Source: an optimization exercise on an open RTL-to-GDS flow (aim: small area). Production flows keep margins and buffers that such runs may drop.
Function was checked by simulation only, so behaviour that the tests miss may differ from the original.
Power and IR drop assume default switching activity.

## design/flow/config.mk

```make
export PLATFORM = sky130hd
export DESIGN_NAME = wr2_mfd
export DESIGN_NICKNAME = wr2_mfd
export VERILOG_FILES = /design/flow/design.v
export SDC_FILE = /design/flow/constraint.sdc
export NUM_CORES = 4
export LEC_CHECK = 0
export CAP_MARGIN = 20
export CORE_MARGIN = 2
export CORE_UTILIZATION = 40
export PLACE_DENSITY = 0.6
export SLEW_MARGIN = 20
```

## design/flow/constraint.sdc

```tcl
create_clock -name core_clock -period 20.0 [get_ports {clk}]
set_input_delay 4.0000 -clock core_clock [delete_from_list [all_inputs] [get_ports {clk}]]
set_output_delay 4.0000 -clock core_clock [all_outputs]
set_load 0.01 [all_outputs]
```

## design/flow/design.v

```verilog
module wr2_mfd #(
    parameter [63:0] P_SHORT_DELAY_US   = 64'd250,
    parameter [63:0] P_LONG_DELAY_US    = 64'd500,
    parameter [7:0]  P_HEADER_THRESHOLD = 8'd8,
    parameter [7:0]  P_SHORT_SIG        = 8'h45,
    parameter [7:0]  P_LONG_SIG         = 8'hA1,
    parameter [7:0]  P_CHK_MASK_SEED    = 8'h64,
    parameter [7:0]  P_CHK_ACC_SEED     = 8'h5E,
    parameter [7:0]  P_CHK_TAP          = 8'h18,
    parameter [7:0]  P_HUM_MAX          = 8'd100,
    parameter [7:0]  P_CRC_SEED         = 8'hC0,
    parameter [7:0]  P_CRC_POLY_REFL    = 8'h8C
) (
    input  wire        clk,
    input  wire        rst,
    input  wire        rx,
    input  wire [63:0] now_us,
    input  wire        bus_req,
    input  wire        bus_we,
    input  wire [5:0]  bus_addr,
    input  wire [2:0]  bus_size,
    input  wire [31:0] bus_wdata,
    output reg  [31:0] bus_rdata,
    output wire        bus_err,
    output wire        done
);
    localparam [2:0] ST_IDLE = 3'd0, ST_SEARCH = 3'd1, ST_RECV = 3'd2,
                     ST_DECODE = 3'd3, ST_DONE = 3'd4;
    localparam [1:0] PH_LEVEL = 2'd0, PH_SHORT = 2'd1, PH_LONG = 2'd2;
    localparam [2:0] RK_NONE = 3'd0, RK_THERMO = 3'd1, RK_WEATHER = 3'd2,
                     RK_TIMEOUT = 3'd4, RK_MISUSE = 3'd5;
    localparam [3:0] OP_NOP = 4'h0, OP_START = 4'h1, OP_DECODE = 4'h2,
                     OP_SNAP = 4'h3, OP_REINIT = 4'h4;
    localparam [7:0] MASK_PRE = 8'h7F;
    reg [31:0] deadline_reg;
    reg        cfg_valid, acc_short, acc_long, pol;
    reg [31:0] dl_ms;
    reg [2:0]  state;
    reg [2:0]  res_kind;
    reg [1:0]  misuse_cause;
    reg        cmd_rej;
    reg [63:0] t_call;
    reg [31:0] cnt_h, cnt_s, cnt_l;
    reg [31:0] snap_h, snap_s, snap_l;
    reg         exp_bit;
    reg [1:0]   ph;
    reg [63:0]  t_ref;
    reg         saw0;
    reg [6:0]   nbit;        
    reg [111:0] sr;          
    reg         target_long;
    reg [7:0]   chk;         
    reg [7:0]   mask;        
    wire busy = (state == ST_SEARCH) || (state == ST_RECV) || (state == ST_DECODE);
    assign done = (state == ST_DONE);
    wire legal   = (bus_size == 3'd4) && (bus_addr[1:0] == 2'b00);
    wire [3:0] reg_idx = bus_addr[5:2];
    assign bus_err = bus_req && !legal;
    wire host_wr = bus_req && bus_we && legal;
    wire cmd_wr  = host_wr && (reg_idx == 4'd0);
    wire dl_wr   = host_wr && (reg_idx == 4'd1);
    wire [3:0] op = bus_wdata[3:0];
    reg cmd_accept;
    always @(*) begin
        case (op)
            OP_NOP, OP_SNAP:                cmd_accept = 1'b1;
            OP_START, OP_DECODE, OP_REINIT: cmd_accept = !busy;
            default:                        cmd_accept = 1'b0;
        endcase
    end
    function [31:0] inc32;
        input [31:0] a;
        integer k;
        reg c;
        begin
            c = 1'b1;
            for (k = 0; k < 32; k = k + 1) begin
                inc32[k] = a[k] ^ c;
                c = a[k] & c;
            end
        end
    endfunction
    function [31:0] add32;
        input [31:0] a, b;
        integer k;
        reg c;
        begin
            c = 1'b0;
            for (k = 0; k < 32; k = k + 1) begin
                add32[k] = a[k] ^ b[k] ^ c;
                c = (a[k] & b[k]) | (c & (a[k] ^ b[k]));
            end
        end
    endfunction
    wire [7:0] raw1 = sr[47:40];
    wire [7:0] raw2 = sr[39:32];
    wire [7:0] raw3 = sr[31:24];
    wire [7:0] raw4 = sr[23:16];
    wire [7:0] raw5 = sr[15:8];
    wire [7:0] raw6 = sr[7:0];
    wire        is_short = (res_kind == RK_THERMO);
    wire        is_long  = (res_kind == RK_WEATHER);
    wire [11:0] temp_raw = {raw3[3:0], raw4};
    wire [15:0] temp_f10 = {4'd0, temp_raw} - 16'd400;
    wire [3:0]  channel  = {1'b0, raw3[6:4]} + 4'd1;
    wire [31:0] res_seq    = (is_short || is_long) ? add32(cnt_s, cnt_l) : 32'd0;
    wire [31:0] res_short0 = is_short ? {4'd0, temp_raw, raw2, raw3[7], 3'd0, channel} : 32'd0;
    wire [31:0] res_short1 = is_short ? {raw6, raw5, temp_f10} : 32'd0;
    wire [31:0] res_long0  = is_long ? {sr[87:80], sr[95:88], sr[103:96], sr[111:104]} : 32'd0;
    wire [31:0] res_long1  = is_long ? {sr[55:48], sr[63:56], sr[71:64], sr[79:72]} : 32'd0;
    wire [31:0] res_long2  = is_long ? {sr[23:16], sr[31:24], sr[39:32], sr[47:40]} : 32'd0;
    wire [31:0] res_long3  = is_long ? {16'd0, sr[7:0], sr[15:8]} : 32'd0;
    wire [31:0] status_word  = {16'd0, 2'd0, misuse_cause, 3'd0, cmd_rej, 1'b0, res_kind, busy, state};
    wire [31:0] session_word = {21'd0, pol, acc_long, acc_short, 7'd0, cfg_valid};
    always @(*) begin
        bus_rdata = 32'd0;
        if (bus_req && !bus_we && legal) begin
            case (reg_idx)
                4'd1:  bus_rdata = deadline_reg;
                4'd2:  bus_rdata = session_word;
                4'd3:  bus_rdata = dl_ms;
                4'd4:  bus_rdata = status_word;
                4'd5:  bus_rdata = res_seq;
                4'd6:  bus_rdata = res_short0;
                4'd7:  bus_rdata = res_short1;
                4'd8:  bus_rdata = res_long0;
                4'd9:  bus_rdata = res_long1;
                4'd10: bus_rdata = res_long2;
                4'd11: bus_rdata = res_long3;
                4'd12: bus_rdata = snap_h;
                4'd13: bus_rdata = snap_s;
                4'd14: bus_rdata = snap_l;
                default: bus_rdata = 32'd0;
            endcase
        end
    end
    function [7:0] crc_table;
        input [7:0] idx;
        integer k;
        reg [7:0] c;
        begin
            c = idx;
            for (k = 0; k < 8; k = k + 1)
                c = c[0] ? ((c >> 1) ^ P_CRC_POLY_REFL) : (c >> 1);
            crc_table = c;
        end
    endfunction
    wire [7:0] mask_next = {mask[0], mask[7:1]} ^ (mask[0] ? P_CHK_TAP : 8'd0);
    function [42:0] add42;               
        input [41:0] a, b;
        integer k;
        reg c;
        begin
            c = 1'b0;
            for (k = 0; k < 42; k = k + 1) begin
                add42[k] = a[k] ^ b[k] ^ c;
                c = (a[k] & b[k]) | (c & (a[k] ^ b[k]));
            end
            add42[42] = c;
        end
    endfunction
    function ge42;                       
        input [41:0] a, b;
        integer k;
        reg c;
        begin
            c = 1'b1;
            for (k = 0; k < 42; k = k + 1)
                c = (a[k] & ~b[k]) | (c & ~(a[k] ^ b[k]));
            ge42 = c;
        end
    endfunction
    wire [41:0] d_a  = {dl_ms, 10'd0};
    wire [41:0] d_b  = {7'd0, dl_ms, 3'd0};
    wire [42:0] d_ab = add42(d_a, d_b);
    wire [41:0] d_c  = ~{5'd0, dl_ms, 5'd0};
    function [41:0] sub42;
        input [41:0] a, nb;
        integer k;
        reg c;
        begin
            c = 1'b1;
            for (k = 0; k < 42; k = k + 1) begin
                sub42[k] = a[k] ^ nb[k] ^ c;
                c = (a[k] & nb[k]) | (c & (a[k] ^ nb[k]));
            end
        end
    endfunction
    wire [41:0] dl_us = sub42(d_ab[41:0], d_c);
    wire [54:0] rh_x = now_us[63:9] ^ t_ref[63:9];
    reg  [54:0] rh_m;
    integer mi;
    always @(*) begin
        rh_m[0] = 1'b1;
        for (mi = 1; mi < 55; mi = mi + 1)
            rh_m[mi] = rh_m[mi-1] & t_ref[9+mi-1];
    end
    wire rh_eq0 = ~|rh_x;
    wire rh_eq1 = ~|(rh_x ^ rh_m);
    wire [9:0] rl_d = {rh_eq1, now_us[8:0]} - {1'b0, t_ref[8:0]};
    wire since_ref_250 = !(rh_eq0 || rh_eq1) || (rl_d >= 10'd250);
    wire since_ref_500 = !(rh_eq0 || rh_eq1) || (rl_d >= 10'd500);
    wire [21:0] ch_x = now_us[63:42] ^ t_call[63:42];
    reg  [21:0] ch_m;
    always @(*) begin
        ch_m[0] = 1'b1;
        for (mi = 1; mi < 22; mi = mi + 1)
            ch_m[mi] = ch_m[mi-1] & t_call[42+mi-1];
    end
    wire ch_eq0 = ~|ch_x;
    wire ch_eq1 = ~|(ch_x ^ ch_m);
    wire [42:0] dl_s  = add42(t_call[41:0], dl_us);
    wire        dl_ge = ge42(now_us[41:0], dl_s[41:0]);
    wire dl_expired = ch_eq0 ? (!dl_s[42] && dl_ge) :
                      ch_eq1 ? (!dl_s[42] || dl_ge) : 1'b1;
    wire exp_next = (rx == exp_bit) ? ~exp_bit : exp_bit;
    wire bit_val  = exp_next ^ pol;
    wire [7:0] byte_new = {sr[6:0], bit_val};
    wire do_reset = rst || (cmd_wr && cmd_accept && op == OP_REINIT);
    always @(posedge clk) begin
        if (do_reset) begin
            deadline_reg <= 32'd0;
            cfg_valid    <= 1'b0;
            acc_short    <= 1'b0;
            acc_long     <= 1'b0;
            pol          <= 1'b0;
            dl_ms        <= 32'd0;
            state        <= ST_IDLE;
            res_kind     <= RK_NONE;
            misuse_cause <= 2'd0;
            cmd_rej      <= 1'b0;
            cnt_h        <= 32'd0;
            cnt_s        <= 32'd0;
            cnt_l        <= 32'd0;
            snap_h       <= 32'd0;
            snap_s       <= 32'd0;
            snap_l       <= 32'd0;
        end else begin
            if (dl_wr)
                deadline_reg <= bus_wdata;
            if (cmd_wr) begin
                cmd_rej <= !cmd_accept;
                if (cmd_accept) begin
                    case (op)
                        OP_START: begin
                            cfg_valid <= 1'b1;
                            acc_short <= bus_wdata[8];
                            acc_long  <= bus_wdata[9];
                            pol       <= bus_wdata[10];
                            dl_ms     <= deadline_reg;
                        end
                        OP_DECODE: begin
                            if (!cfg_valid) begin
                                res_kind     <= RK_MISUSE;
                                misuse_cause <= 2'd1;
                                state        <= ST_DONE;
                            end else if (!acc_short && !acc_long) begin
                                res_kind     <= RK_MISUSE;
                                misuse_cause <= 2'd2;
                                state        <= ST_DONE;
                            end else begin
                                res_kind     <= RK_NONE;
                                misuse_cause <= 2'd0;
                                state        <= ST_SEARCH;
                            end
                        end
                        OP_SNAP: begin
                            snap_h <= cnt_h;
                            snap_s <= cnt_s;
                            snap_l <= cnt_l;
                        end
                        default: ;
                    endcase
                end
            end
            case (state)
                ST_SEARCH: begin
                    if (dl_expired) begin
                        res_kind <= RK_TIMEOUT;
                        state    <= ST_DONE;
                    end else begin
                        state    <= ST_RECV;
                    end
                end
                ST_RECV: begin
                    if (ph == PH_SHORT) begin
                        if (since_ref_250 && rx != exp_bit)
                            state <= ST_SEARCH;
                    end else if (ph == PH_LONG) begin
                        if (since_ref_500) begin
                            if (!saw0) begin
                                if (bit_val) begin
                                    if (nbit == 7'd7)
                                        cnt_h <= inc32(cnt_h);
                                end else if (!nbit[3]) begin
                                    state <= ST_SEARCH;
                                end
                            end else if (nbit[2:0] == 3'd7 &&
                                         nbit[6:3] == (target_long ? 4'd15 : 4'd6)) begin
                                state <= ST_DECODE;
                            end
                        end
                    end
                end
                ST_DECODE: begin
                    if (target_long) begin
                        if (chk == sr[7:0]) begin
                            cnt_l    <= inc32(cnt_l);
                            res_kind <= RK_WEATHER;
                            state    <= ST_DONE;
                        end else begin
                            state <= ST_SEARCH;
                        end
                    end else begin
                        if (acc_short && raw1 == P_SHORT_SIG && chk == raw6 &&
                            raw5 <= P_HUM_MAX) begin
                            cnt_s    <= inc32(cnt_s);
                            res_kind <= RK_THERMO;
                            state    <= ST_DONE;
                        end else begin
                            state <= ST_SEARCH;
                        end
                    end
                end
                default: ;
            endcase
        end
    end
    always @(posedge clk) begin
        if (cmd_wr && cmd_accept && op == OP_DECODE)
            t_call <= now_us;
        if (state == ST_SEARCH) begin
            exp_bit     <= ~pol;
            ph          <= PH_LEVEL;
            saw0        <= 1'b0;
            nbit        <= 7'd0;
            target_long <= 1'b0;
            chk         <= P_CHK_ACC_SEED;
            mask        <= MASK_PRE;
        end else if (state == ST_RECV) begin
            case (ph)
                PH_LEVEL: begin
                    if (rx == exp_bit) begin
                        t_ref <= now_us;
                        ph    <= PH_SHORT;
                    end
                end
                PH_SHORT: begin
                    if (since_ref_250) begin
                        t_ref <= now_us;
                        ph    <= PH_LONG;
                    end
                end
                PH_LONG: begin
                    if (since_ref_500) begin
                        exp_bit <= exp_next;
                        ph      <= PH_LEVEL;
                        if (!saw0) begin
                            if (bit_val) begin
                                if (!nbit[3])
                                    nbit <= nbit + 7'd1;
                            end else begin
                                saw0 <= 1'b1;
                                nbit <= 7'd0;
                            end
                        end else begin
                            nbit <= nbit + 7'd1;
                            if (nbit[6:2] != 5'b11111)
                                sr <= {sr[110:0], bit_val};
                            mask <= mask_next;
                            if (nbit == 7'd15 && acc_long && byte_new == P_LONG_SIG) begin
                                target_long <= 1'b1;
                                chk         <= P_CRC_SEED;
                            end else if (target_long) begin
                                if (nbit[2:0] == 3'd3 && nbit[6:3] >= 4'd2 && nbit[6:3] <= 4'd14)
                                    chk <= crc_table(chk ^ byte_new);
                            end else begin
                                if (bit_val && nbit[6:3] >= 4'd1 && nbit[6:3] <= 4'd5)
                                    chk <= chk ^ mask_next;
                            end
                        end
                    end
                end
                default: ph <= PH_LEVEL;
            endcase
        end
    end
endmodule
```

## design/flow/run.sh

```bash
#!/bin/bash
# synth_recipe.tcl (not shown) runs the flow's synth.tcl, then flattens the netlist and writes it again
# the make line also repeats each setting of config.mk as NAME=value (left out here)
make -C /OpenROAD-flow-scripts/flow DESIGN_CONFIG=/design/flow/config.mk WORK_HOME=/design/flow/orfs CLKGATE_MAP_FILE= SYNTH_SCRIPT=/design/flow/synth_recipe.tcl finish
```

==> results of run 1 <==
per-layer routing:
| layer | part of all wire (%) | track usage [%] | vias up |
|---|---|---|---|
| met4 | 5.0 | 11.0 | 2 |
| met3 | 7.2 | 3.65 | 188 |
| met1 | 43 | 31.8 | 11697 |
| met5 | 0.014 | 0 | - |
| met2 | 45 | 36.6 | 914 |
| li1 | - | - | 11281 |
kinds of logic after synthesis:
| kind of cell | after synthesis |
|---|---|
| compound gates | 680 |
| simple gates | 1054 |
| flops | 537 |
| mux | 45 |
| fa+ha+maj | 284 |
| buf+inv | 373 |
| xor+xnor | 151 |
critical path, delay by kind of cell, from the launching register on:
family,cells,cell delay [ns]
buffers and inverters,2,0.20
AND/OR/NAND/NOR,4,0.74
flip-flops,1,0.32
AO/OA/AOI/OAI,3,1.05
adder cells (fa/ha/maj),38,16.25
power by group through the flow:
stage / Sequential, mW / Combinational, mW / Clock, mW
final: 1.15 / 0.128 / 1.18
after global routing: 1.15 / 0.139 / 1.24
after CTS: 1.15 / 0.127 / 1.20
after detailed placement: 1.17 / 0.127 / 0
after global placement: 1.17 / 0.126 / 0
after floorplan: 1.17 / 0.0688 / 0
cell usage in the layout, fill, tap and decap left out, types with 13 or more instances in the layout:
master / count
clkdlybuf4s50_1: 143
nor2_1: 162
o21ai_0: 48
nor2b_1: 27
nand2b_1: 21
nand2_1: 560
clkbuf_16: 62
edfxtp_1: 241
xnor2_1: 67
a31oi_1: 17
a222oi_1: 44
xor2_1: 84
fa_1: 124
o211ai_1: 17
o22ai_1: 13
nand4_1: 40
buf_4: 42
a21oi_1: 303
clkbuf_8: 13
clkbuf_1: 13
nand3_1: 43
mux2i_1: 41
nand3b_1: 13
nor3_1: 40
nor4_1: 33
inv_1: 219
ha_1: 160
a22oi_1: 66
a211oi_1: 27
dfxtp_1: 296
how the worst max path moves through the flow:
| stage | startpoint | endpoint | slack (ns) | cells after the start |
|---|---|---|---|---|
| 2_1_floorplan | now_us[0] | sr[0] | 0.64 | 13 |
| 3_3_place_gp | dl_ms[2] | res_kind[2] | 1.36 | 47 |
| 3_5_place_dp | dl_ms[2] | res_kind[2] | 1.20 | 47 |
| 4_1_cts | dl_ms[2] | res_kind[2] | 1.22 | 47 |
| 5_1_grt | dl_ms[2] | res_kind[2] | 0.57 | 47 |
| 6_report | dl_ms[2] | res_kind[2] | 1.36 | 47 |
layout make-up:
type                    count  area share [%]
clock inverters            24           0.969
inverters                 219            2.36
flip-flops and latches    537            37.7
well taps                 969            3.48
diodes                      2          0.0144
repair buffers            187            5.12
multi-input cells        2214            45.2
clock buffers              88            5.10
stage by stage:
| step | worst slack, ns | hold WS, ns | utilization (%) |
|---|---|---|---|
| 2_1_floorplan | 0.639 | 0.422 | - |
| 3_3_place_gp | 1.36 | 0.429 | 43.8 |
| 3_5_place_dp | 1.20 | 0.435 | 43.8 |
| 4_1_cts | 1.22 | 0.443 | 46.6 |
| 5_1_grt | 0.570 | 0.465 | 46.7 |
| 6_report | 1.36 | 0.437 | 46.7 |
==> summary.md, run 1 <==
| Metric | Value |
|---|---|
| Outcome | timing/DRC/antenna clean |
| Leading post-synthesis cells by cell area | edfxtp_1 (24%), dfxtp_1 (20%), fa_1 (8.2%) |
| Synth Area per Inst | 9.69 um^2 |
| Fraction of the mapped netlist area in adder cells | 14.8% |
| Max cap viols | 0 |
| Share of cells above drive strength 1 | 6.21% |
| Setup-failing EPs final | 0 |
| Detailed Place HPWL | 67,300 um |
| Setup tns final | 0 ns |
| Worst hold endpoint | snap_h[21] |
| Overall power | 2.46 mW |
| Fmax | ~0.054 GHz |
| Cell row count | 100 |
| Sw Ratio | 22.9% |
| Fill cell count | 7,050 |
| Max clock buf depth | 3 |
| VDD IR-drop max | 0.0000626 V |
| Sequential area share after synthesis | 43.5% |
| Int Power | 1.89 mW |
| Kind of critical path | flop to flop |
| Main synth FF type | dfxtp_1 |
| Hold Path Class | flop to flop |
| Nets | 3,612 |
| Initial DRC count | between 2,000 and 2,500 |
| Post-Syn Instances | roughly 3,100 |
| Reg2reg path depth | 47 |
| Placed cells | between 4,000 and 5,000 |
| Biggest regs | sr: 112 flops, t_call: 64 flops, t_ref: 64 flops |
| Die Y | 279 um |
| Post-synth cell types | 97 |
| Critical path capture point type | flop |
| P_leak | 12.4 nW |
| Hold path cells | 2 |
| Sequential share of power | 46.8% |
| Number of synthesized register bits | 537 |
| Seq. cell area | 13,200 um^2 |
| Slew @ Worst Pin | 1.28 ns |
| Final non-filler cell total | between 4,000 and 5,000 |
| Synth Area in XOR/XNOR | between 4 and 5% |
| Floorplan core area | 74,700 um^2 |
| Antenna viol nets, final | 0 |
| Final Instance Area | 34,900 um^2 |
| CTS clk-pin slew, worst paths | 0.07 ns |
| Period Utilization, post-route | 93.2% |
| CTS tree | built |
| Clock power share | 48.0% |
| Vias | 24,082 |
| Top reg by flops | sr |
| Top-area cell type share of the netlist area | 23.9% |
| Total routed wirelength | between 90,000 and 100,000 um |
| Remaining DRCs | 0 |
| CTS H-tree lvls | 2 |
| Cell accounting for the most synthesized area | edfxtp_1 |
| GRT Total Usage | 23.4% |
| Vias in the first global route | 22,978 |
| Placed cell area | ~33,000 um^2 |
| Syn nets | 3,518 |
| Hold_sp | cnt_h[21] |
| Count leader, synth | nand2_1 |
| Top cells by count, synth | nand2_1 (560), a21oi_1 (303), dfxtp_1 (296), edfxtp_1 (241), inv_1 (219) |
| R2R Setup Slk | between 1 and 1.5 ns |
| Yosys Warn Count | 1 |
| Initial Util | between 40% and 50% |
| WP data required | 20.54 ns |
| Net Switching | 0.562 mW |
| Skew final | 0.0537 ns |
| Detailed Routing Iterations Pass 1 | 8 |
| Final global-route overflow total | 0 |
| Post-cts repair resize count | 0 |
| Tmin final | 18.64 ns |
| Worst-skew pair later-pin latency | 0.66 ns |
| Combinational power share | under 10% |
| Compound-Gate Fraction of Synth Area | around 15% |
| Drt via density | 5.68 |
| Final Hold Fails | 0 |
| Post-synthesis mux area share | 1.50% |
| Main combinational cell family by area after synthesis | simple AND/OR/NAND/NOR gates |
| Critical Path Slowest Stage Cell | fa_1 |
| Largest net degree at the start of global routing | 226 |
| CP max FO | 4 |
| Area of the multi-input gates | between 15,000 and 20,000 um^2 |
| Slew headroom | 14.8% |
| Setup Fix Bufs, Post-CTS | 0 |
| RSZ-0062 raised after global routing | no |
| Worst reg2reg startpoint | dl_ms[2] |
| Simple-gate portion of the synthesized area | between 10% and 20% |
| Boundary Pins | 144 |
| Antenna violations before repair | 2 |
| Cts bufs inserted | 59 |
| Setup crit start kind | flop |
| PortBufs | approximately 140 |
| Slowest cell delay on critical path | around 0.53 ns |
| EDFF count, synth | 241 |
| Synth-to-Final Area Change | 15.2% |
| Max FFs per register | 112 |
| Worst Path Arrival | roughly 19 ns |
| GP Congestion | 0.927 |
| Die Wd | 279 um |
| First-pass GRT wire length | 140,000 um |
| Post-synthesis cell area | slightly above 30,000 um^2 |
| Die area | approximately 80,000 um^2 |
| End of the worst register-to-register path | res_kind[2] |
| Most Frequent Cell on Critical Path | fa_1 |
| Slew Limit Fails | 0 |
| Drt wl/cell | about 22 um |
| # hold bufs at CTS | 0 |
| CTS sink count | about 540 |
| Root buf cell | clkbuf_16 |
| Power per cell area | 70.4 nW/um^2 |
| Synth async-reset ratio | 0% |
==> run 2, diff against run 1 <==
--- a/design/flow/design.v
+++ b/design/flow/design.v
@@ -44,2 +44,3 @@
     reg [31:0] snap_h, snap_s, snap_l;
+    reg        dl_set, sdl_set, snap_set;
     reg         exp_bit;
@@ -72,2 +73,3 @@
         input [31:0] a;
+        input        ci;
         integer k;
@@ -75,3 +77,3 @@
         begin
-            c = 1'b1;
+            c = ci;
             for (k = 0; k < 32; k = k + 1) begin
@@ -118,5 +120,5 @@
             case (reg_idx)
-                4'd1:  bus_rdata = deadline_reg;
+                4'd1:  bus_rdata = dl_set ? deadline_reg : 32'd0;
                 4'd2:  bus_rdata = session_word;
-                4'd3:  bus_rdata = dl_ms;
+                4'd3:  bus_rdata = sdl_set ? dl_ms : 32'd0;
                 4'd4:  bus_rdata = status_word;
@@ -129,5 +131,5 @@
                 4'd11: bus_rdata = res_long3;
-                4'd12: bus_rdata = snap_h;
-                4'd13: bus_rdata = snap_s;
-                4'd14: bus_rdata = snap_l;
+                4'd12: bus_rdata = snap_set ? snap_h : 32'd0;
+                4'd13: bus_rdata = snap_set ? snap_s : 32'd0;
+                4'd14: bus_rdata = snap_set ? snap_l : 32'd0;
                 default: bus_rdata = 32'd0;
@@ -190,11 +192,6 @@
     wire [54:0] rh_x = now_us[63:9] ^ t_ref[63:9];
-    reg  [54:0] rh_m;
-    integer mi;
-    always @(*) begin
-        rh_m[0] = 1'b1;
-        for (mi = 1; mi < 55; mi = mi + 1)
-            rh_m[mi] = rh_m[mi-1] & t_ref[9+mi-1];
-    end
     wire rh_eq0 = ~|rh_x;
-    wire rh_eq1 = ~|(rh_x ^ rh_m);
+    wire [54:0] rh_a = now_us[63:9], rh_b = ~t_ref[63:9];
+    wire [54:0] rh_cin = {rh_a[53:0] | rh_b[53:0], 1'b0};
+    wire rh_eq1 = ~|(rh_a ^ rh_b ^ rh_cin);
     wire [9:0] rl_d = {rh_eq1, now_us[8:0]} - {1'b0, t_ref[8:0]};
@@ -203,13 +200,9 @@
     wire [21:0] ch_x = now_us[63:42] ^ t_call[63:42];
-    reg  [21:0] ch_m;
-    always @(*) begin
-        ch_m[0] = 1'b1;
-        for (mi = 1; mi < 22; mi = mi + 1)
-            ch_m[mi] = ch_m[mi-1] & t_call[42+mi-1];
-    end
     wire ch_eq0 = ~|ch_x;
-    wire ch_eq1 = ~|(ch_x ^ ch_m);
+    wire [21:0] ch_a = now_us[63:42], ch_b = ~t_call[63:42];
+    wire [21:0] ch_cin = {ch_a[20:0] | ch_b[20:0], 1'b0};
+    wire ch_eq1 = ~|(ch_a ^ ch_b ^ ch_cin);
     wire [42:0] dl_s  = add42(t_call[41:0], dl_us);
     wire        dl_ge = ge42(now_us[41:0], dl_s[41:0]);
-    wire dl_expired = ch_eq0 ? (!dl_s[42] && dl_ge) :
+    wire dl_expired = !sdl_set ? 1'b1 : ch_eq0 ? (!dl_s[42] && dl_ge) :
                       ch_eq1 ? (!dl_s[42] || dl_ge) : 1'b1;
@@ -219,5 +212,29 @@
     wire do_reset = rst || (cmd_wr && cmd_accept && op == OP_REINIT);
+    wire short_ok = acc_short && raw1 == P_SHORT_SIG && chk == raw6 && raw5 <= P_HUM_MAX;
+    wire long_ok  = (chk == sr[7:0]);
+    wire inc_h = (state == ST_RECV) && (ph == PH_LONG) && since_ref_500 && !saw0 &&
+                 bit_val && (nbit == 7'd7);
+    wire inc_s = (state == ST_DECODE) && !target_long && short_ok;
+    wire inc_l = (state == ST_DECODE) && target_long && long_ok;
+    always @(posedge clk) begin
+        if (dl_wr)
+            deadline_reg <= bus_wdata;
+        if (cmd_wr && cmd_accept && op == OP_START)
+            dl_ms <= deadline_reg;
+        if (cmd_wr && op == OP_SNAP) begin
+            snap_h <= cnt_h;
+            snap_s <= cnt_s;
+            snap_l <= cnt_l;
+        end
+    end
+    always @(posedge clk) begin
+        cnt_h <= do_reset ? 32'd0 : inc32(cnt_h, inc_h);
+        cnt_s <= do_reset ? 32'd0 : inc32(cnt_s, inc_s);
+        cnt_l <= do_reset ? 32'd0 : inc32(cnt_l, inc_l);
+    end
     always @(posedge clk) begin
         if (do_reset) begin
-            deadline_reg <= 32'd0;
+            dl_set       <= 1'b0;
+            sdl_set      <= 1'b0;
+            snap_set     <= 1'b0;
             cfg_valid    <= 1'b0;
@@ -226,3 +243,2 @@
             pol          <= 1'b0;
-            dl_ms        <= 32'd0;
             state        <= ST_IDLE;
@@ -231,11 +247,5 @@
             cmd_rej      <= 1'b0;
-            cnt_h        <= 32'd0;
-            cnt_s        <= 32'd0;
-            cnt_l        <= 32'd0;
-            snap_h       <= 32'd0;
-            snap_s       <= 32'd0;
-            snap_l       <= 32'd0;
         end else begin
             if (dl_wr)
-                deadline_reg <= bus_wdata;
+                dl_set <= 1'b1;
             if (cmd_wr) begin
@@ -249,3 +259,3 @@
                             pol       <= bus_wdata[10];
-                            dl_ms     <= deadline_reg;
+                            sdl_set   <= dl_set;
                         end
@@ -266,7 +276,3 @@
                         end
-                        OP_SNAP: begin
-                            snap_h <= cnt_h;
-                            snap_s <= cnt_s;
-                            snap_l <= cnt_l;
-                        end
+                        OP_SNAP: snap_set <= 1'b1;
                         default: ;
@@ -291,6 +297,3 @@
                             if (!saw0) begin
-                                if (bit_val) begin
-                                    if (nbit == 7'd7)
-                                        cnt_h <= inc32(cnt_h);
-                                end else if (!nbit[3]) begin
+                                if (!bit_val && !nbit[3]) begin
                                     state <= ST_SEARCH;
@@ -306,4 +309,3 @@
                     if (target_long) begin
-                        if (chk == sr[7:0]) begin
-                            cnt_l    <= inc32(cnt_l);
+                        if (long_ok) begin
                             res_kind <= RK_WEATHER;
@@ -314,5 +316,3 @@
                     end else begin
-                        if (acc_short && raw1 == P_SHORT_SIG && chk == raw6 &&
-                            raw5 <= P_HUM_MAX) begin
-                            cnt_s    <= inc32(cnt_s);
+                        if (short_ok) begin
                             res_kind <= RK_THERMO;
--- a/design/flow/config.mk
+++ b/design/flow/config.mk
@@ -10,2 +10,3 @@
 export CORE_UTILIZATION = 40
+export CTS_BUF_LIST = sky130_fd_sc_hd__clkbuf_2
 export PLACE_DENSITY = 0.6
==> run 2 against run 1 <==
Still clean. Clock skew is 0.064 ns higher. Largest power group is now registers. Sequential share of layout area increased by 9.1 points. Routed wire length is 16% lower. Critical endpoint is now bus_rdata[30]. Final cell count is 20% lower. Synthesized area shrank 8.6%.
==> summary.md, run 2 <==
| Metric | Value |
|---|---|
| Nets | 2,845 |
| PortBufs | approximately 140 |
| Setup tns final | 0 ns |
| CTS tree | built |
| CTS H-tree lvls | 4 |
| GRT Total Usage | 22.1% |
| Leading post-synthesis cells by cell area | edfxtp_1 (44%), ha_1 (11%), dfxtp_1 (10%) |
| Critical Path Slowest Stage Cell | clkdlybuf4s50_1 |
| Placed cells | ~3,100 |
| Post-Syn Instances | 2,127 |
| Biggest regs | sr: 112 flops, t_call: 64 flops, t_ref: 64 flops |
| Die Y | between 200 and 300 um |
| Slew Limit Fails | 0 |
| Skew final | between 0.1 and 0.15 ns |
| Syn nets | 2,599 |
| Pre-CTS WS | 1.34 ns |
| Largest net degree at the start of global routing | 97 |
| Worst-skew pair later-pin latency | 1.39 ns |
| Final setup margin | ~1.1 ns |
| Max cap viols | 0 |
| Setup Fix Bufs, Post-CTS | 0 |
| Cell row count | 96 |
| Slowest cell delay on critical path | 0.52 ns |
| Cts bufs inserted | approximately 150 |
| Worst Path Arrival | 14.88 ns |
| Post-synthesis cell area | between 20,000 and 30,000 um^2 |
| Top cells by count, synth | edfxtp_1 (401), inv_1 (260), ha_1 (238), dfxtp_1 (139), fa_1 (124) |
| Synth Area per Inst | around 13 um^2 |
| Fmax | 0.0530 GHz |
| Share of cells above drive strength 1 | between 10% and 20% |
| Vias in the first global route | roughly 19,000 |
| RSZ-0062 raised after global routing | no |
| Synth-to-Final Area Change | 14.4% |
| Remaining DRCs | 0 |
| Final global-route overflow total | 0 |
| Slew headroom | 22.3% |
| Detailed Routing Iterations Pass 1 | 7 |
| Vias | about 19,000 |
| GP Congestion | 0.917 |
| # hold bufs at CTS | 0 |
| Die Wd | 267 um |
| Critical path capture point type | output pin |
| CTS clk-pin slew, worst paths | 0.10 ns |
| P_leak | 12.2 nW |
| Number of synthesized register bits | 540 |
| Setup-failing EPs final | 0 |
| Slew @ Worst Pin | 1.16 ns |
| Drt via density | 5.53 |
| Cell accounting for the most synthesized area | edfxtp_1 |
| Floorplan core area | 68,500 um^2 |
| Final non-filler cell total | 3,374 |
| Fill cell count | 6,254 |
| CP max FO | 3 |
| CTS sink count | 540 |
| Post-synth cell types | 74 |
| Total routed wirelength | 77,700 um |
| Initial DRC count | between 2,000 and 2,500 |
| Setup crit start kind | flop |
| Tmin final | 18.88 ns |
| Fin Hold WS | approximately 0.44 ns |
| WP buf/inv | 3 |
| Root buf cell | clkbuf_2 |
| WP data required | 16.00 ns |
| Antenna violations before repair | 5 |
| First-pass GRT wire length | around 120,000 um |
| Period Utilization, post-route | a little over nine tenths |
| R2R Setup Slk | 1.37 ns |
| Max FFs per register | between 100 and 150 |
| Outcome | timing/DRC/antenna clean |
| EDFF count, synth | 401 |
| Power per cell area | 67.6 nW/um^2 |
| Boundary Pins | 144 |
| Most Frequent Cell on Critical Path | fa_1 |
| Kind of critical path | flop to output pin |
| Synth async-reset ratio | 0% |
| VDD IR-drop max | 0.0000358 V |
| Top-area cell type share of the netlist area | 43.5% |
| Overall power | approximately 2.1 mW |
| Count leader, synth | edfxtp_1 |
| Antenna viol nets, final | 0 |
| Detailed Place HPWL | approximately 57,000 um |
| Cell family with most CP delay | adder cells |
| Main synth FF type | edfxtp_1 |
| Final Hold Fails | 0 |
| Hold Path Class | flop to flop |
| Commonest non-fill, non-tap cell in the layout | edfxtp_1 |
| Sequential area share after synthesis | a little over half |
| Max clock buf depth | 3 |
| Commonest cells after routing, fill and taps aside | edfxtp_1 (401), inv_1 (259), ha_1 (238) |
| Die area | around 71,000 um^2 |
| Drt wl/cell | 23.0 um |
| Post-cts repair resize count | 0 |
| Yosys Warn Count | 1 |
| Top reg by flops | sr |
| Initial Util | 40.4% |
-- run 2: final timing paths --
path | start | end | cells after the start
max | cnt_l[0] | bus_rdata[30] | 36
min | cnt_h[29] | snap_h[29] | 0
max reg2reg | dl_ms[2] | res_kind[1] | 48
min reg2reg | cnt_h[29] | snap_h[29] | 0
-- run 2: per-stage QoR --
step | util, % | cell area [um^2]
final | 46.2 | 31600
after global routing | 46.2 | 31600
after CTS | 46.2 | 31600
after detailed placement | 44.1 | 30200
after global placement | 44.1 | 30200
after floorplan | - | 27700
-- run 2: power breakdown --
group | leakage (nW) | internal (mW) | switching (mW)
combinational | 6.35 | 0.0508 | 0.0624
sequential | 4.76 | 1.19 | 0.00345
clock | 1.05 | 0.315 | 0.514
-- run 2: layout make-up --
type / count / area, um^2 / share of cell area, %
Antenna cell: 3 / 7.51 / 0.0237
Sequential cell: 540 / 14800 / 46.9
Inverter: 260 / 976 / 3.09
Multi-Input combinational cell: 1256 / 11700 / 36.9
Clock buffer: 211 / 1060 / 3.34
Clock inverter: 55 / 359 / 1.14
Tap cell: 882 / 1100 / 3.49
Timing Repair Buffer: 167 / 1620 / 5.13
-- run 2: per-layer routing --
layer,wire length (um),vias to the layer above,part of all wire (%),global-route usage (%)
li1,-,8417,-,-
met1,32200,9129,41,28.7
met2,34800,946,45,33.6
met3,8030,152,10,8.02
met4,2590,6,3.3,9.00
met5,37,-,0.048,0
-- run 2: cells by family after synthesis --
kind of cell	synth area share, %
flops	53.6
mux	0.181
buf+inv	4.54
simple gates	7.55
xor+xnor	4.14
fa+ha+maj	19.7
compound gates	10.2
==> run 3, diff against run 2 <==
--- a/design/flow/config.mk
+++ b/design/flow/config.mk
@@ -10,3 +10,3 @@
 export CORE_UTILIZATION = 40
-export CTS_BUF_LIST = sky130_fd_sc_hd__clkbuf_2
+export CTS_BUF_LIST = sky130_fd_sc_hd__clkbuf_8
 export PLACE_DENSITY = 0.6
==> run 3 against run 2 <==
Clock power increased by 25%. Clock-buffer cell count decreased by 101. Combinational power about the same. Still clean on timing, DRC and antenna. Synthesized cell count unchanged. Core utilization increased by 0.78 points. Die area unchanged. Hold slack got worse by 0.0028 ns. Global-route usage decreased by 0.24 points. Sequential share of layout area decreased by 0.78 points. Critical endpoint is now res_kind[1]. Maximum frequency increased by 1.5%. Sequential power about the same.
==> summary.md, run 3 <==
| Metric | Value |
|---|---|
| GRT Total Usage | 21.9% |
| WP data required | 20.61 ns |
| Boundary Pins | 144 |
| Post-Syn Instances | 2,127 |
| Cell accounting for the most synthesized area | edfxtp_1 |
| Critical Path Slowest Stage Cell | fa_1 |
| Synth Area in XOR/XNOR | 4.14% |
| End of the worst register-to-register path | res_kind[1] |
| Commonest cells after routing, fill and taps aside | edfxtp_1 (401), inv_1 (288), ha_1 (238) |
| Outcome | timing/DRC/antenna clean |
| EDFF count, synth | 401 |
| Max clock buf depth | 3 |
| Top cells by count, synth | edfxtp_1 (401), inv_1 (260), ha_1 (238), dfxtp_1 (139), fa_1 (124) |
| Vias | 18,175 |
| CTS clk-pin slew, worst paths | 0.06 ns |
| Leading post-synthesis cells by cell area | edfxtp_1 (44%), ha_1 (11%), dfxtp_1 (10%) |
| Fill cell count | 6,100 |
| Seq. cell area | between 10,000 and 15,000 um^2 |
| Hold Path Class | flop to flop |
| Largest net degree at the start of global routing | 97 |
| Sequential area share after synthesis | 53.6% |
| Worst reg2reg startpoint | dl_ms[2] |
| Max cap viols | 0 |
| Reg2reg path depth | 48 |
| Post-synth cell types | 74 |
| Initial DRC count | 2,145 |
| Cts bufs inserted | 95 |
| CP Capture Point | res_kind[1] |
| Die area | 71,300 um^2 |
| Die Wd | between 200 and 300 um |
| PortBufs | 143 |
| Period Utilization, post-route | 93.0% |
| Detailed Place HPWL | approximately 57,000 um |
| Syn nets | 2,599 |
| Vias in the first global route | 18,528 |
| Count leader, synth | edfxtp_1 |
| Fin util | 47.0% |
| Yosys Warn Count | 1 |
| Floorplan core area | between 60,000 and 70,000 um^2 |
| Crit. Startpoint | dl_ms[2] |
| Worst Path Arrival | approximately 19 ns |
| Synth async-reset ratio | 0% |
| R2R Setup Slk | roughly 1.4 ns |
| RSZ-0062 raised after global routing | no |
| Tmin final | 18.60 ns |
| P_leak | 12.2 nW |
| Setup-failing EPs final | 0 |
| Main combinational cell family by area after synthesis | adder cells |
| Detailed Routing Iterations Pass 1 | 10 |
| Final Hold Fails | 0 |
| First-pass GRT wire length | 116,000 um |
| CP max FO | 5 |
| Die Y | 267 um |
| CTS sink count | 540 |
| Cell row count | 96 |
| Post-cts repair resize count | 0 |
| Most Frequent Cell on Critical Path | fa_1 |
| Area of the multi-input gates | ~12,000 um^2 |
| Kind of critical path | flop to flop |
| Total routed wirelength | 77,300 um |
| Final global-route overflow total | 0 |
| Drt via density | 5.54 |
| Power per cell area | 73.3 nW/um^2 |
| Post-synthesis cell area | 27,700 um^2 |
| # hold bufs at CTS | 0 |
| Root buf cell | clkbuf_8 |
| Post-synthesis mux area share | less than 1% |
| Setup tns final | 0 ns |
| Critical path capture point type | flop |
| Worst-skew pair later-pin latency | 0.74 ns |
| Remaining DRCs | 0 |
| Slew headroom | 25.9% |
| Synth-to-Final Area Change | 16.3% |
| Setup crit start kind | flop |
| Setup Fix Bufs, Post-CTS | 0 |
| Share of cells above drive strength 1 | 8.46% |
| Top reg by flops | sr |
| Biggest regs | sr: 112 flops, t_call: 64 flops, t_ref: 64 flops |
| CTS H-tree lvls | 3 |
| Top-area cell type share of the netlist area | around 44% |
| Synth Area per Inst | 13.0 um^2 |
| Simple-gate portion of the synthesized area | 7.55% |
| Nets | 2,792 |
| Fraction of the mapped netlist area in adder cells | 19.7% |
| Antenna viol nets, final | 0 |
| Compound-Gate Fraction of Synth Area | roughly 10% |
| VDD IR-drop max | 0.0000484 V |
| Slew @ Worst Pin | ~1.1 ns |
| Drt wl/cell | 23.5 um |
| Slowest cell delay on critical path | 0.51 ns |
| Initial Util | between 40 and 50% |
| Max FFs per register | 112 |
| Skew final | 0.0654 ns |
| Slew Limit Fails | 0 |
| GP Congestion | around 0.92 |
| Fmax | approximately 0.054 GHz |
| Number of synthesized register bits | 540 |
| CTS tree | built |
| Commonest non-fill, non-tap cell in the layout | edfxtp_1 |
| Main synth FF type | edfxtp_1 |
| Antenna violations before repair | 4 |
## run 3: cells by family (layout without fill, tap and decap cells)
logic type                 count (synthesis)  after routing
AOI/OAI and AO/OA                        367            367
xor gates and xnor gates                 129            129
adders and majority gates                362            362
buffers and inverters                    331            603
DFF                                      540            540
muxes                                      5              5
other                                      0              2
and+or+nand+nor                          393            393
## run 3: per-layer routing
metal / global-route usage [%] / part of all wire (%) / up-vias
li1: - / - / 8232
met1: 29.2 / 42 / 8943
met2: 33.8 / 45 / 829
met3: 5.89 / 9.5 / 161
met4: 8.34 / 3.8 / 10
met5: 1.94 / 0.29 / -
## run 3: cell type report
| type | instances | area share (%) |
|---|---|---|
| clock inverters | 66 | 1.33 |
| clock buffers | 110 | 4.71 |
| repair buffers | 167 | 5.05 |
| well taps | 882 | 3.43 |
| inverters | 260 | 3.03 |
| flip-flops and latches | 540 | 46.1 |
| diodes | 2 | 0.0156 |
| multi-input cells | 1256 | 36.3 |
## run 3: worst min path at each step
| stage | slack, ns | from | end | cells past startpoint |
|---|---|---|---|---|
| floorplan | 0.41 | cnt_h[0] | snap_h[0] | 0 |
| global placement | 0.42 | cnt_h[15] | snap_h[15] | 0 |
| detailed placement | 0.42 | cnt_h[19] | snap_h[19] | 0 |
| CTS | 0.43 | cnt_h[1] | snap_h[1] | 0 |
| global route | 0.43 | cnt_h[1] | snap_h[1] | 0 |
| finish | 0.43 | cnt_h[19] | snap_h[19] | 0 |
## run 3: report_power, final
part	internal, mW	total (mW)	switching, mW
sequential	1.19	1.20	0.00353
combinational	0.0508	0.113	0.0625
clock	0.550	1.04	0.494
## run 3: worst max-delay path: cells and delay by family, from the launching register on
kind                     cells  cell delay, ns
adder cells (fa/ha/maj)     39           16.37
AO/OA/AOI/OAI                4            1.20
flip-flops                   1            0.41
buffers and inverters        3            0.27
AND/OR/NAND/NOR              2            0.24
## run 3: stage by stage
stage	cell area [um^2]	hold WS (ns)	total power [mW]	worst slack, ns	cells
finish	32200	0.434	2.36	1.40	3283
global route	32200	0.429	2.44	0.709	3283
CTS	32100	0.434	2.38	1.30	3280
detailed placement	30200	0.423	1.33	1.34	3104
global placement	30200	0.420	1.33	1.64	3103
floorplan	27700	0.415	1.28	2.42	2127
==> run 4, diff against run 3 <==
--- a/design/flow/config.mk
+++ b/design/flow/config.mk
@@ -10,3 +10,3 @@
 export CORE_UTILIZATION = 40
-export CTS_BUF_LIST = sky130_fd_sc_hd__clkbuf_8
+export CTS_BUF_LIST = sky130_fd_sc_hd__clkbuf_4
 export PLACE_DENSITY = 0.6
==> run 4 against run 3 <==
Sequential power hardly changed. Clock skew is 0.011 ns higher. Critical path depth stayed put. Register-to-register slack hardly changed. Flip-flop and latch count stayed put. Critical path type unchanged.
==> summary.md, run 4 <==
| Metric | Value |
|---|---|
| Setup crit start kind | flop |
| Post-synthesis cell area | 27,700 um^2 |
| CTS clk-pin slew, worst paths | 0.08 ns |
| Worst hold endpoint | sr[93] |
| Worst reg2reg startpoint | dl_ms[2] |
| Die Wd | 267 um |
| Antenna violations before repair | 5 |
| Setup Fix Bufs, Post-CTS | 0 |
| Sequential area share after synthesis | 53.6% |
| Most Frequent Cell on Critical Path | fa_1 |
| First-pass GRT wire length | 116,000 um |
| P_leak | 12.3 nW |
| Post-Syn Instances | 2,127 |
| Final global-route overflow total | 0 |
| CP max FO | 5 |
| Vias in the first global route | 19,048 |
| Nets | 2,846 |
| Detailed Place HPWL | 57,000 um |
| Max clock buf depth | 3 |
| Kind of critical path | flop to flop |
| Seq. cell area | 14,800 um^2 |
| Cell accounting for the most synthesized area | edfxtp_1 |
| Tmin final | 18.60 ns |
| Initial DRC count | 2,182 |
| Crit. Startpoint | dl_ms[2] |
| Synth async-reset ratio | 0% |
| Die Y | 267 um |
| Slew @ Worst Pin | 1.21 ns |
| Share of cells above drive strength 1 | 12.4% |
| Cts bufs inserted | 149 |
| Skew final | 0.0766 ns |
| Drt wl/cell | 22.9 um |
| Drt via density | 5.51 |
| Hold Path Class | flop to flop |
| Max FFs per register | around 110 |
| WP data required | 20.90 ns |
| Fin util | a little under half |
| PortBufs | around 140 |
| Hold_sp | sr[92] |
| Post-cts repair resize count | 0 |
| End of the worst register-to-register path | res_kind[1] |
| Commonest non-fill, non-tap cell in the layout | edfxtp_1 |
| Reg2reg path depth | 48 |
| # hold bufs at CTS | 0 |
| GP Congestion | 0.917 |
| Number of synthesized register bits | 540 |
| Outcome | timing/DRC/antenna clean |
| Fmax | 0.0538 GHz |
| VDD IR-drop max | 0.0000402 V |
| Remaining DRCs | 0 |
| Largest net degree at the start of global routing | just under 100 |
| Boundary Pins | between 100 and 150 |
| Root buf cell | clkbuf_4 |
| CTS H-tree lvls | 4 |
| Main synth FF type | edfxtp_1 |
| CTS tree | built |
| Area of the multi-input gates | between 10,000 and 15,000 um^2 |
| Worst-skew pair later-pin latency | around 1 ns |
| Top cells by count, synth | edfxtp_1 (401), inv_1 (260), ha_1 (238), dfxtp_1 (139), fa_1 (124) |
| Die area | 71,300 um^2 |
| WP buf/inv | 3 |
| Critical Path Slowest Stage Cell | fa_1 |
| Slew headroom | 18.8% |
| Critical path capture point type | flop |
| Period Utilization, post-route | 93.0% |
| CTS sink count | 540 |
| Cell family with most CP delay | adder cells |
| Top reg by flops | sr |
| Hold path cells | 0 |
| Biggest regs | sr: 112 flops, t_call: 64 flops, t_ref: 64 flops |
| Final Hold Fails | 0 |
| RSZ-0062 raised after global routing | no |
| Count leader, synth | edfxtp_1 |
| Setup tns final | 0 ns |
| Fill cell count | 6,166 |
| Power per cell area | 73.6 nW/um^2 |
| Post-synth cell types | 74 |
| Total routed wirelength | 77,500 um |
| Slowest cell delay on critical path | 0.51 ns |
| Floorplan core area | 68,500 um^2 |
| Detailed Routing Iterations Pass 1 | 8 |
| Syn nets | 2,599 |
| Max cap viols | 0 |
| Antenna viol nets, final | 0 |
| Leading post-synthesis cells by cell area | edfxtp_1 (44%), ha_1 (11%), dfxtp_1 (10%) |
| Setup-failing EPs final | 0 |
| Worst Path Arrival | 19.49 ns |
| Slew Limit Fails | 0 |
| Synth-to-Final Area Change | 16.7% |
| Commonest cells after routing, fill and taps aside | edfxtp_1 (401), inv_1 (259), ha_1 (238) |
| Top-area cell type share of the netlist area | 43.5% |
| R2R Setup Slk | 1.40 ns |
| Vias | 18,642 |
| GRT Total Usage | 22.1% |
| Yosys Warn Count | 1 |
| Initial Util | 40.4% |
| Cell row count | 96 |
| Synth Area per Inst | 13.0 um^2 |
| EDFF count, synth | between 400 and 500 |
[run 4: cell counts after synthesis]
No cell type changed its count.
[run 4: per-stage QoR]
step / setup slack, ns / area, um^2 / hold slack, ns / power (mW) / instances
floorplan: 2.42 / 27700 / 0.415 / 1.28 / 2127
global placement: 1.64 / 30200 / 0.420 / 1.33 / 3103
detailed placement: 1.34 / 30200 / 0.423 / 1.33 / 3104
CTS: 1.31 / 32200 / 0.403 / 2.40 / 3376
global route: 0.720 / 32300 / 0.422 / 2.47 / 3383
finish: 1.40 / 32300 / 0.423 / 2.37 / 3383
[run 4: kinds of logic (layout without fill, tap and decap cells)]
kind of cell	count (synthesis)	count (layout)	share of synthesized area [%]
compound gates	367	367	10.2
xor+xnor	129	129	4.14
fa+ha+maj	362	362	19.7
buf+inv	331	699	4.54
flops	540	540	53.6
mux	5	5	0.181
other cells	0	6	0
simple gates	393	393	7.55
[run 4: power breakdown]
part	internal, mW	switching [mW]
Combinational	0.0508	0.0623
Sequential	1.19	0.00346
Clock	0.552	0.511
Total	1.80	0.577
[run 4: metal layers]
layer,wire length [um],global-route usage [%],part of all wire [%]
met1,31600,28.5,41
met3,8530,7.96,11
met2,34700,33.7,45
met5,37,0,0.048
met4,2660,9.35,3.4
[run 4: cell type report]
| type | instances | area share, % |
|---|---|---|
| Inverter | 260 | 3.03 |
| Multi-Input combinational cell | 1256 | 36.2 |
| Clock inverter | 47 | 1.09 |
| Tap cell | 882 | 3.42 |
| Sequential cell | 540 | 46.0 |
| Antenna cell | 6 | 0.0465 |
| Timing Repair Buffer | 167 | 5.04 |
| Clock buffer | 225 | 5.24 |
[run 4: worst max path at each step]
stage                  end  cells past startpoint  slack, ns
2_1_floorplan  res_kind[1]                     48       2.42
3_3_place_gp   res_kind[1]                     48       1.64
3_5_place_dp   res_kind[1]                     48       1.34
4_1_cts        res_kind[1]                     48       1.31
5_1_grt           state[2]                     48       0.72
6_report       res_kind[1]                     48       1.40
[run 4: worst register-to-register path, delay by kind of cell (launching register included)]
kind	cells	cell delay (ns)
buffers and inverters	3	0.26
flip-flops	1	0.41
AND/OR/NAND/NOR	2	0.24
adder cells (fa/ha/maj)	39	16.38
AO/OA/AOI/OAI	4	1.23
==> run 5, diff against run 4 <==
--- a/design/flow/design.v
+++ b/design/flow/design.v
@@ -41,3 +41,4 @@
     reg        cmd_rej;
-    reg [63:0] t_call;
+    reg [63:0] t_call;          
+    reg        dl_past;         
     reg [31:0] cnt_h, cnt_s, cnt_l;
@@ -47,3 +48,4 @@
     reg [1:0]   ph;
-    reg [63:0]  t_ref;
+    reg [41:0]  t_ref;       
+    reg         ref_c;       
     reg         saw0;
@@ -191,19 +193,25 @@
     wire [41:0] dl_us = sub42(d_ab[41:0], d_c);
-    wire [54:0] rh_x = now_us[63:9] ^ t_ref[63:9];
-    wire rh_eq0 = ~|rh_x;
-    wire [54:0] rh_a = now_us[63:9], rh_b = ~t_ref[63:9];
-    wire [54:0] rh_cin = {rh_a[53:0] | rh_b[53:0], 1'b0};
-    wire rh_eq1 = ~|(rh_a ^ rh_b ^ rh_cin);
-    wire [9:0] rl_d = {rh_eq1, now_us[8:0]} - {1'b0, t_ref[8:0]};
+    wire [21:0] ch_a = now_us[63:42], ch_b = ~t_call[63:42];
+    wire [21:0] ch_s = ch_a ^ ch_b;
+    wire        ch_eq0 = &ch_s;                                  
+    wire        ch_zh  = ~|(ch_s[21:2] ^ (ch_a[20:1] | ch_b[20:1]));
+    wire        ch_eq1 = ch_zh & ~ch_s[0] & ~(ch_s[1] ^ (ch_a[0] | ch_b[0]));   
+    wire        ch_eq2 = ch_zh &  ch_s[0] & ~(ch_s[1] ^ (ch_a[0] & ch_b[0]));   
+    wire [32:0] rm_a = now_us[41:9], rm_b = ~t_ref[41:9];
+    wire [32:0] rm_s = rm_a ^ rm_b;
+    wire        rm_eq0 = &rm_s;
+    wire        rm_eq1 = ~|(rm_s ^ {rm_a[31:0] | rm_b[31:0], 1'b0});
+    wire        rm_wrap = ~|rm_a;
+    wire        top_d0 = ref_c ? ch_eq1 : ch_eq0;
+    wire        top_d1 = ref_c ? ch_eq2 : ch_eq1;
+    wire        rh_eq0 = rm_eq0 & top_d0;                       
+    wire        rh_eq1 = rm_eq1 & (rm_wrap ? top_d1 : top_d0);  
+    wire [9:0]  rl_d = {rh_eq1, now_us[8:0]} - {1'b0, t_ref[8:0]};
     wire since_ref_250 = !(rh_eq0 || rh_eq1) || (rl_d >= 10'd250);
     wire since_ref_500 = !(rh_eq0 || rh_eq1) || (rl_d >= 10'd500);
-    wire [21:0] ch_x = now_us[63:42] ^ t_call[63:42];
-    wire ch_eq0 = ~|ch_x;
-    wire [21:0] ch_a = now_us[63:42], ch_b = ~t_call[63:42];
-    wire [21:0] ch_cin = {ch_a[20:0] | ch_b[20:0], 1'b0};
-    wire ch_eq1 = ~|(ch_a ^ ch_b ^ ch_cin);
     wire [42:0] dl_s  = add42(t_call[41:0], dl_us);
     wire        dl_ge = ge42(now_us[41:0], dl_s[41:0]);
-    wire dl_expired = !sdl_set ? 1'b1 : ch_eq0 ? (!dl_s[42] && dl_ge) :
-                      ch_eq1 ? (!dl_s[42] || dl_ge) : 1'b1;
+    wire dl_expired = !sdl_set || dl_past ||
+                      (ch_eq0 ? (!dl_s[42] && dl_ge) : ch_eq1 ? (!dl_s[42] || dl_ge) : 1'b1);
+    wire ref_far = !ch_eq0 && !ch_eq1;
     wire exp_next = (rx == exp_bit) ? ~exp_bit : exp_bit;
@@ -329,4 +337,6 @@
     always @(posedge clk) begin
-        if (cmd_wr && cmd_accept && op == OP_DECODE)
-            t_call <= now_us;
+        if (cmd_wr && cmd_accept && op == OP_DECODE) begin
+            t_call  <= now_us;
+            dl_past <= 1'b0;
+        end
         if (state == ST_SEARCH) begin
@@ -343,3 +353,8 @@
                     if (rx == exp_bit) begin
-                        t_ref <= now_us;
+                        t_ref <= now_us[41:0];
+                        ref_c <= ch_eq1;
+                        if (ref_far) begin
+                            dl_past       <= 1'b1;
+                            t_call[63:42] <= now_us[63:42];
+                        end
                         ph    <= PH_SHORT;
@@ -349,3 +364,8 @@
                     if (since_ref_250) begin
-                        t_ref <= now_us;
+                        t_ref <= now_us[41:0];
+                        ref_c <= ch_eq1;
+                        if (ref_far) begin
+                            dl_past       <= 1'b1;
+                            t_call[63:42] <= now_us[63:42];
+                        end
                         ph    <= PH_LONG;
==> design/flow/flow/run.sh (new file) <==
#!/bin/bash
set -uo pipefail
export BUFFER_PORTS_ARGS="-buffer_cell sky130_fd_sc_hd__buf_1"
bash standard.sh finish > standard_flow.log 2>&1
==> design/flow/standard.sh (new file) <==
#!/bin/bash
# synth_recipe.tcl (not shown) runs the flow's synth.tcl, then flattens the netlist and writes it again
# the make line also repeats each setting of config.mk as NAME=value (left out here)
make -C /OpenROAD-flow-scripts/flow DESIGN_CONFIG=/design/flow/config.mk WORK_HOME=/design/flow/orfs CLKGATE_MAP_FILE= SYNTH_SCRIPT=/design/flow/synth_recipe.tcl "${@:-finish}"
--- a/design/flow/config.mk
+++ b/design/flow/config.mk
@@ -10,3 +10,5 @@
 export CORE_UTILIZATION = 40
-export CTS_BUF_LIST = sky130_fd_sc_hd__clkbuf_4
+export CTS_BUF_LIST = sky130_fd_sc_hd__clkbuf_8
+export CTS_CLUSTER_DIAMETER = 50
+export CTS_CLUSTER_SIZE = 14
 export PLACE_DENSITY = 0.6
removed: design/flow/run.sh
==> run 5 against run 4 <==
Clock-buffer cell count down 156. Register-to-register slack gained 0.45 ns. First-iteration DRC count is 16% lower. Clock skew decreased by 0.0044 ns. Clock power is 16% lower. Critical path depth is the same. Via count fell by 5.3%. Hold slack worse by 0.0017 ns. Combinational power is essentially flat. Largest power group unchanged.
==> summary.md, run 5 <==
| Metric | Value |
|---|---|
| Outcome | timing/DRC/antenna clean |
| Synth Area in XOR/XNOR | 3.79% |
| Top-area cell type share of the netlist area | a little under 40% |
| Critical path capture point type | flop |
| Final non-filler cell total | 3,209 |
| Most Frequent Cell on Critical Path | fa_1 |
| CTS clk-pin slew, worst paths | 0.09 ns |
| Final global-route overflow total | 0 |
| Post-synthesis cell area | ~27,000 um^2 |
| Nets | 2,733 |
| Yosys Warn Count | 1 |
| Detailed Place HPWL | about 54,000 um |
| Leading post-synthesis cells by cell area | edfxtp_1 (40%), dfxtp_1 (12%), ha_1 (10%) |
| Slowest cell delay on critical path | 0.51 ns |
| Main combinational cell family by area after synthesis | adder cells |
| Period Utilization, post-route | 90.7% |
| VDD IR-drop max | 0.0000807 V |
| Fraction of the mapped netlist area in adder cells | between 10% and 20% |
| Number of synthesized register bits | 520 |
| Max FFs per register | 112 |
| Cell row count | 95 |
| CTS tree | built |
| Sequential share of power | 53.5% |
| Initial Util | between 40% and 50% |
| Die Wd | 264 um |
| Vias in the first global route | 18,013 |
| Final Hold Fails | 0 |
| WP buf/inv | 3 |
| Combinational power share | 5.3% |
| Slew headroom | 19.6% |
| Count leader, synth | edfxtp_1 |
| Root buf cell | clkbuf_8 |
| Worst Path Arrival | 18.69 ns |
| Setup Fix Bufs, Post-CTS | 0 |
| GRT Total Usage | 20.8% |
| Simple-gate portion of the synthesized area | 8.57% |
| Hold Path Class | flop to flop |
| PortBufs | 143 |
| Drt via density | 5.50 |
| RSZ-0062 raised after global routing | no |
| Cell accounting for the most synthesized area | edfxtp_1 |
| Fill cell count | 6,192 |
| Area of the multi-input gates | 11,900 um^2 |
| Main synth FF type | edfxtp_1 |
| Synth async-reset ratio | 0% |
| EDFF count, synth | 358 |
| Slew @ Worst Pin | 1.19 ns |
| Skew final | 0.0722 ns |
| Fin Hold WS | 0.421 ns |
| Sequential area share after synthesis | 51.7% |
| Seq. cell area | 14,000 um^2 |
| Setup-failing EPs final | 0 |
| Antenna violations before repair | 9 |
| Vias | 17,661 |
| Placed cells | 3,086 |
| Die Y | 264 um |
| Sw Ratio | 24.9% |
| Total routed wirelength | 72,700 um |
| P_leak | about 11 nW |
| Cts bufs inserted | 66 |
| Worst-skew pair later-pin latency | 0.71 ns |
| Initial DRC count | 1,826 |
| Top reg by flops | sr |
| Critical Path Slowest Stage Cell | fa_1 |
| Commonest cells after routing, fill and taps aside | edfxtp_1 (358), inv_1 (259), ha_1 (217) |
| Post-cts repair resize count | 0 |
| CTS H-tree lvls | 3 |
| Fmax | 0.0551 GHz |
| Floorplan core area | 67,000 um^2 |
| Drt wl/cell | about 23 um |
| Clock power share | 41.3% |
| Post-synth cell types | between 80 and 90 |
| Power per cell area | 71.4 nW/um^2 |
| Detailed Routing Iterations Pass 1 | 9 |
| Syn nets | between 2,000 and 3,000 |
| Biggest regs | sr: 112 flops, t_call: 64 flops, t_ref: 42 flops |
| Post-Syn Instances | 2,120 |
| CTS sink count | 520 |
| Setup crit start kind | flop |
| Synth Area per Inst | 12.8 um^2 |
| Boundary Pins | 144 |
| Synth-to-Final Area Change | 11.5% |
| Top cells by count, synth | edfxtp_1 (358), inv_1 (250), ha_1 (217), dfxtp_1 (162), fa_1 (124) |
| Max clock buf depth | 3 |
| Slew Limit Fails | 0 |
| Setup tns final | 0 ns |
| Remaining DRCs | 0 |
| Antenna viol nets, final | 0 |
| Cell family with most CP delay | adder cells |
| Largest net degree at the start of global routing | slightly above 90 |
| Commonest non-fill, non-tap cell in the layout | edfxtp_1 |
| Kind of critical path | flop to flop |
| Share of cells above drive strength 1 | under 10% |
| Post-synthesis mux area share | 2.02% |
| GP Congestion | 0.904 |
| First-pass GRT wire length | 110,000 um |
| Net Switching | 0.536 mW |
| WP data required | roughly 21 ns |
| Int Power | 1.62 mW |
| Tmin final | 18.15 ns |
| Max cap viols | 0 |
| CP max FO | 3 |
| Die area | 69,700 um^2 |
| Compound-Gate Fraction of Synth Area | between 9 and 10% |
| # hold bufs at CTS | 0 |
-- run 5: metal layers --
layer,up-vias,routed length [um],track usage [%]
met5,-,49,0
met3,135,5910,5.01
met4,8,2190,7.11
met2,705,33800,33.5
li1,8042,-,-
met1,8771,30800,27.5
-- run 5: worst paths after layout --
kind	start	to	slack (ns)	cells after the start
max	dl_ms[2]	res_kind[1]	1.85	48
min	deadline_reg[15]	dl_ms[15]	0.42	0
max reg2reg	dl_ms[2]	res_kind[1]	1.85	48
min reg2reg	deadline_reg[15]	dl_ms[15]	0.42	0
-- run 5: kinds of logic (layout without fill, tap and decap cells) --
family | Yosys count | in the layout
AND/OR/NAND/NOR | 428 | 428
XOR/XNOR | 117 | 117
buffers and inverters | 325 | 539
adder cells (fa/ha/maj) | 341 | 341
multiplexers | 45 | 45
AO/OA/AOI/OAI | 344 | 344
flip-flops | 520 | 520
other | 0 | 2
-- run 5: through the flow --
step	power, mW	area, um^2	utilization (%)	setup WS, ns
3_5_place_dp	1.29	28600	42.7	1.79
3_3_place_gp	1.29	28600	42.7	2.00
2_1_floorplan	1.25	27000	-	2.59
6_report	2.15	30100	45.0	1.85
4_1_cts	2.18	30100	44.9	1.69
5_1_grt	2.23	30100	45.0	1.12
-- run 5: power by group through the flow --
stage	registers (mW)	logic (mW)	clock network, mW
floorplan	1.17	0.0737	0
global placement	1.17	0.112	0
detailed placement	1.17	0.114	0
CTS	1.15	0.115	0.911
global route	1.15	0.126	0.951
finish	1.15	0.114	0.888
-- run 5: layout make-up --
class | count | share of cell area (%)
diodes | 2 | 0.0166
inverters | 251 | 3.13
clock buffers | 69 | 3.15
clock inverters | 51 | 1.78
well taps | 873 | 3.62
repair buffers | 168 | 2.47
flip-flops and latches | 520 | 46.4
multi-input cells | 1275 | 39.4
==> run 6, diff against run 5 <==
--- a/design/flow/config.mk
+++ b/design/flow/config.mk
@@ -10,5 +10,5 @@
 export CORE_UTILIZATION = 40
-export CTS_BUF_LIST = sky130_fd_sc_hd__clkbuf_8
+export CTS_BUF_LIST = sky130_fd_sc_hd__clkbuf_4
 export CTS_CLUSTER_DIAMETER = 50
-export CTS_CLUSTER_SIZE = 14
+export CTS_CLUSTER_SIZE = 8
 export PLACE_DENSITY = 0.6
==> run 6 against run 5 <==
Via count about the same. Global-route usage hardly changed. Synthesized cell count unchanged. Cell area fell by 1.1%. Highest routed layer unchanged.
==> summary.md, run 6 <==
| Metric | Value |
|---|---|
| Slowest cell delay on critical path | ~0.5 ns |
| Initial DRC count | a little under 2,000 |
| Leading post-synthesis cells by cell area | edfxtp_1 (40%), dfxtp_1 (12%), ha_1 (10%) |
| Setup Fix Bufs, Post-CTS | 0 |
| Worst-skew pair later-pin latency | 0.87 ns |
| Root buf cell | clkbuf_4 |
| Yosys Warn Count | 1 |
| WP data required | 20.75 ns |
| Most Frequent Cell on Critical Path | fa_1 |
| Final global-route overflow total | 0 |
| PortBufs | 143 |
| Top reg by flops | sr |
| Post-cts repair resize count | 0 |
| P_leak | 11.4 nW |
| Tmin final | 18.10 ns |
| Hold Path Class | flop to flop |
| Setup-failing EPs final | 0 |
| Post-synthesis cell area | 27,000 um^2 |
| Total routed wirelength | 72,600 um |
| First-pass GRT wire length | 110,000 um |
| Worst Path Arrival | 18.86 ns |
| CTS H-tree lvls | 3 |
| Syn nets | 2,571 |
| Vias | around 18,000 |
| Largest net degree at the start of global routing | between 90 and 100 |
| Overall power | 2.01 mW |
| Synth-to-Final Area Change | 10.3% |
| Slew Limit Fails | 0 |
| Final Hold Fails | 0 |
| Synth Area per Inst | ~13 um^2 |
| Die Wd | roughly 260 um |
| RSZ-0062 raised after global routing | no |
| VDD IR-drop max | 0.0000575 V |
| Setup tns final | 0 ns |
| Die Y | roughly 260 um |
| Boundary Pins | 144 |
| EDFF count, synth | around 360 |
| Reg2reg path depth | 48 |
| Post-Syn Instances | ~2,100 |
| Max cap viols | 0 |
| Fill cell count | approximately 6,300 |
| Top-area cell type share of the netlist area | 39.8% |
| Count leader, synth | edfxtp_1 |
| Final Instance Area | 29,800 um^2 |
| Critical path capture point type | flop |
| Cts bufs inserted | 83 |
| CTS tree | built |
| CTS clk-pin slew, worst paths | 0.10 ns |
| Synth async-reset ratio | 0% |
| Fmax | 0.0552 GHz |
| Main synth FF type | edfxtp_1 |
| Max clock buf depth | 3 |
| Share of cells above drive strength 1 | 9.64% |
| Slew headroom | between 20% and 30% |
| Drt via density | 5.45 |
| Remaining DRCs | 0 |
| GP Congestion | 0.904 |
| Drt wl/cell | 22.4 um |
| Critical Path Slowest Stage Cell | fa_1 |
| Number of synthesized register bits | 520 |
| Slew @ Worst Pin | 1.11 ns |
| Biggest regs | sr: 112 flops, t_call: 64 flops, t_ref: 42 flops |
| Post-synth cell types | 86 |
| Commonest cells after routing, fill and taps aside | edfxtp_1 (358), inv_1 (250), ha_1 (217) |
| Setup crit start kind | flop |
| Hold path cells | 0 |
| Final setup margin | approximately 1.9 ns |
| Detailed Place HPWL | 53,700 um |
| Cell row count | 95 |
| Power per cell area | 67.3 nW/um^2 |
| Outcome | timing/DRC/antenna clean |
[run 6: cell counts after synthesis]
Identical to the previous run, type by type.
[run 6: worst paths after layout]
check,end,start,slack (ns)
max,res_kind[1],dl_ms[2],1.90
max reg2reg,res_kind[1],dl_ms[2],1.90
min reg2reg,dl_ms[15],deadline_reg[15],0.42
min,dl_ms[15],deadline_reg[15],0.42
[run 6: worst max-delay path, delay by kind of cell (launching register included)]
kind	cells	cell delay, ns
adder cells (fa/ha/maj)	39	16.31
AO/OA/AOI/OAI	5	0.97
flip-flops	1	0.41
buffers and inverters	3	0.24
AND/OR/NAND/NOR	1	0.08
[run 6: area by class of cell]
| cell class | instances | area, um^2 | area share [%] |
|---|---|---|---|
| flip-flops and latches | 520 | 14000 | 46.9 |
| multi-input cells | 1275 | 11900 | 39.8 |
| well taps | 873 | 1090 | 3.66 |
| inverters | 251 | 942 | 3.16 |
| clock buffers | 125 | 938 | 3.15 |
| repair buffers | 168 | 744 | 2.50 |
| clock inverters | 25 | 223 | 0.747 |
| diodes | 5 | 12.5 | 0.0420 |
[run 6: logic make-up after synthesis]
group                      after synthesis  share of synthesized area, %
DFF                                    520                          51.7
and+or+nand+nor                        428                          8.57
AOI/OAI and AO/OA                      344                          9.98
adders and majority gates              341                          19.2
buffers and inverters                  325                          4.66
xor gates and xnor gates               117                          3.79
muxes                                   45                          2.02
[run 6: per-stage QoR]
stage,cells,hold slack [ns],util (%)
floorplan,2120,0.415,-
global placement,3086,0.419,42.7
detailed placement,3086,0.421,42.7
CTS,3236,0.431,44.4
global route,3239,0.442,44.5
finish,3242,0.416,44.5
[run 6: where the power goes]
part / total, mW / internal, mW / switching, mW
logic: 0.114 / 0.0463 / 0.0672
clock network: 0.742 / 0.331 / 0.412
registers: 1.15 / 1.14 / 0.00605
total: 2.01 / 1.52 / 0.485
[run 6: layer usage]
layer  routed length (um)  vias to the layer above  global-route usage (%)
met2                34000                      665                    33.7
met4                 1760                        6                    5.93
met1                31100                     8756                    28.2
met3                 5720                      115                    4.41
met5                   35                        -                       0
li1                     -                     8120                       -
